This design comes from an exercise in tuning for small area and a short achievable clock period on the open sky130 flow, not from production work.
The RTL was checked by simulation tests, not by an equivalence proof against the original design.

==> module frame_link_responder, before the edit <==
module frame_link_responder (
    input  wire        clk,
    input  wire        rst,           
    input  wire        byte_valid,
    input  wire [7:0]  rx_byte,
    output wire [7:0]  tx_byte,
    output wire        s_sync,
    input  wire        tbl_we,
    input  wire [3:0]  tbl_idx,
    input  wire        tbl_en,
    input  wire [15:0] tbl_id,
    input  wire [31:0] tbl_val,
    output reg         pull_query,
    output reg  [3:0]  pull_idx,
    output reg         frame_valid,
    output wire        frame_pull,
    output wire [15:0] frame_id,
    output wire [31:0] frame_value,
    input  wire        wd_inc,
    input  wire        wd_expire,
    input  wire [15:0] wd_threshold,
    output reg         wd_safety,
    output reg         wd_tripped
);
    reg        sync_r;
    reg [8:0]  ph;            
    reg [7:0]  id0, id1;
    reg [31:0] vb;            
    reg        is_pull;
    reg [7:0]  tx_reg;
    assign tx_byte     = tx_reg;
    assign s_sync      = sync_r;
    assign frame_pull  = is_pull;
    assign frame_id    = {id1, id0};
    assign frame_value = vb;
    wire [7:0]  qn_lo = ph[0] ? rx_byte : id0;
    wire        in_eq = (tbl_id[7:0] == id0) &&
                        (ph[1] ? (tbl_id[15:8] == rx_byte) : (tbl_id[15:8] == id1));
    wire        in_lo = (tbl_id[7:0] == qn_lo);
    wire [15:0] mn;               
    wire [31:0] val [0:15];
    wire [15:0] s;
    genvar g;
    generate
        for (g = 0; g < 16; g = g + 1) begin : ent
            reg [15:0] t_id;
            reg [31:0] t_val;
            reg        t_en;
            reg        t_lo;
            reg        t_m;
            reg        t_s;
            wire we = tbl_we && (tbl_idx == g);
            always @(posedge clk)
                if (we) begin
                    t_id  <= tbl_id;
                    t_val <= tbl_val;
                end
            always @(posedge clk)
                if (rst)     t_en <= 1'b0;
                else if (we) t_en <= tbl_en;
            always @(posedge clk)
                t_lo <= we ? in_lo : (t_id[7:0] == qn_lo);
            assign mn[g] = we    ? (tbl_en && in_eq) :
                           ph[1] ? (t_en && t_lo && (t_id[15:8] == rx_byte)) :
                                   t_m;
            always @(posedge clk)
                t_m <= mn[g];
            if (g == 0) begin : p0
                always @(posedge clk) t_s <= mn[0];
            end else begin : pn
                always @(posedge clk) t_s <= mn[g] && !(|mn[g-1:0]);
            end
            assign s[g]   = t_s;
            assign val[g] = t_val;
        end
    endgenerate
    reg hit;
    always @(posedge clk) hit <= |mn;
    reg [31:0] hv;
    reg [3:0]  hidx;
    integer i;
    always @(*) begin
        hv   = 32'd0;
        hidx = 4'd0;
        for (i = 0; i < 16; i = i + 1) begin
            hv   = hv | (val[i] & {32{s[i]}});
            hidx = hidx | (i[3:0] & {4{s[i]}});
        end
    end
    wire [7:0] seq_byte = {{4{ph[8]}}, ph[8] | ph[0], ph[8] | ph[1] | ph[2] | ph[3] | ph[4],
                           ph[8] | ph[1] | ph[2] | ph[5] | ph[6],
                           ph[8] | ph[1] | ph[3] | ph[5] | ph[7]};
    wire [7:0] vtop = is_pull ? vb[7:0] : rx_byte;
    always @(posedge clk) begin
        if (rst) begin
            sync_r      <= 1'b0;
            ph          <= 9'd1;
            tx_reg      <= 8'd0;
            pull_query  <= 1'b0;
            frame_valid <= 1'b0;
        end else begin
            pull_query  <= 1'b0;
            frame_valid <= 1'b0;
            if (byte_valid) begin
                if (!sync_r) begin
                    if (rx_byte == seq_byte) begin
                        if (ph[8]) begin                     
                            sync_r <= 1'b1;
                            ph     <= 9'd1;
                            tx_reg <= 8'h00;
                        end else begin                       
                            ph     <= {ph[7:0], 1'b0};
                            tx_reg <= seq_byte;
                        end
                    end else begin                           
                        ph     <= 9'd1;
                        tx_reg <= 8'h00;
                    end
                end else begin
                    ph <= {ph[7:0], 1'b0};
                    if (ph[0]) begin
                        id0    <= rx_byte;
                        tx_reg <= rx_byte;
                    end
                    if (ph[1]) begin
                        id1    <= rx_byte;
                        tx_reg <= rx_byte;
                    end
                    if (ph[2]) begin                          
                        is_pull <= hit;
                        if (hit) begin
                            vb         <= {hv[7:0], hv[31:8]};
                            tx_reg     <= hv[7:0];
                            pull_query <= 1'b1;
                            pull_idx   <= hidx;
                        end else begin
                            vb     <= {rx_byte, vb[31:8]};
                            tx_reg <= rx_byte;
                        end
                    end
                    if (ph[3] | ph[4] | ph[5]) begin          
                        vb     <= {vtop, vb[31:8]};
                        tx_reg <= vtop;
                    end
                    if (ph[6] | ph[7]) begin
                        if (rx_byte == 8'hFF) begin           
                            tx_reg <= ph[7] ? id1 : id0;
                        end else begin                        
                            tx_reg <= 8'h00;
                            ph     <= 9'd1;
                            sync_r <= 1'b0;
                        end
                    end
                    if (ph[8]) begin                          
                        tx_reg      <= 8'h00;
                        ph          <= 9'd1;
                        frame_valid <= 1'b1;
                    end
                end
            end
        end
    end
    reg [15:0] wd_counter;
    always @(posedge clk) begin
        if (rst) begin
            wd_counter <= 16'd0;
            wd_safety  <= 1'b0;
            wd_tripped <= 1'b0;
        end else begin
            wd_safety <= 1'b0;
            if (wd_expire) begin                              
                if (wd_counter < wd_threshold) begin
                    wd_tripped <= 1'b1;
                    wd_safety  <= 1'b1;
                end else begin
                    wd_tripped <= 1'b0;
                end
                wd_counter <= {15'd0, wd_inc};
            end else if (wd_inc && wd_counter != 16'hFFFF) begin  
                wd_counter <= wd_counter + 16'd1;
            end
        end
    end
endmodule
clock: 5.5 ns
lec_check: 0
cap_margin: 20
core_margin: 2
core_utilization: 40
setup_slack_margin: 3.0
slew_margin: 20
tns_end_percent: 10
standard.sh (not shown) runs the stock make flow with config.mk's settings and CLKGATE_MAP_FILE= SYNTH_SCRIPT=/design/flow/synth_recipe.tcl, a recipe that flattens the netlist after the stock synthesis.
==> flow/flow/run.sh <==
#!/bin/bash
set -euo pipefail
bash standard.sh finish \
  BUFFER_PORTS_ARGS="-buffer_cell sky130_fd_sc_hd__buf_2" \
  CTS_ARGS="-sink_clustering_enable -repair_clock_nets -dont_use_dummy_load -sink_clustering_size 25 -sink_clustering_max_diameter 80" \
  > standard_flow.log 2>&1
Next try:
--- a/flow/design.v
+++ b/flow/design.v
@@ -32,12 +32,12 @@
     assign s_sync      = sync_r;
     assign frame_pull  = is_pull;
     assign frame_id    = {id1, id0};
     assign frame_value = vb;
     wire [7:0]  qn_lo = ph[0] ? rx_byte : id0;
-    wire        in_eq = (tbl_id[7:0] == id0) &&
-                        (ph[1] ? (tbl_id[15:8] == rx_byte) : (tbl_id[15:8] == id1));
+    wire [7:0]  qn_hi = ph[1] ? rx_byte : id1;
+    wire        in_eq = (tbl_id == {qn_hi, id0});
     wire        in_lo = (tbl_id[7:0] == qn_lo);
     wire [15:0] mn;               
     wire [31:0] val [0:15];
     wire [15:0] s;
     genvar g;
=>
- The changed run finished with timing, DRC and antenna clean
- cell area hardly moves
- die area barely changes
- critical path depth is unchanged
- non-clock buffer count went down by 23
- area after synthesis is about the same

## afterwards: timing with drivers on the ports
Ports are ideal in the flow. The routed layouts listed here were re-timed in OpenROAD.
Step 1, drivers: a clkbuf_16 drives clk and a buf_2 each remaining input, both assumed.
Step 2 adds t to the input delays and takes it off the output delays; t is the mean of the earliest and latest rising clock arrival at the registers after step 1. Input paths then give back, and output paths get back, about the clock's delay inside the block.
Three values: ideal ports, drivers, drivers and shift; two values: the first two.
| run | t, ns | setup WS [ns] | hold WS [ns] | cell pins on the clock port's net |
|---|---|---|---|---|
| the first run | 0.690 | 2.736 / 2.733 / 2.090 | 0.461 / 0.461 / 0.461 | 1 |
| the second run | 0.661 | 2.792 / 2.769 / 2.107 | 0.462 / 0.462 / 0.462 | 1 |
After both steps setup and hold are still met in every run listed. For the second run, which loses most, drivers alone change the setup slack by -0.023 ns; drivers and shift together by -0.685 ns.
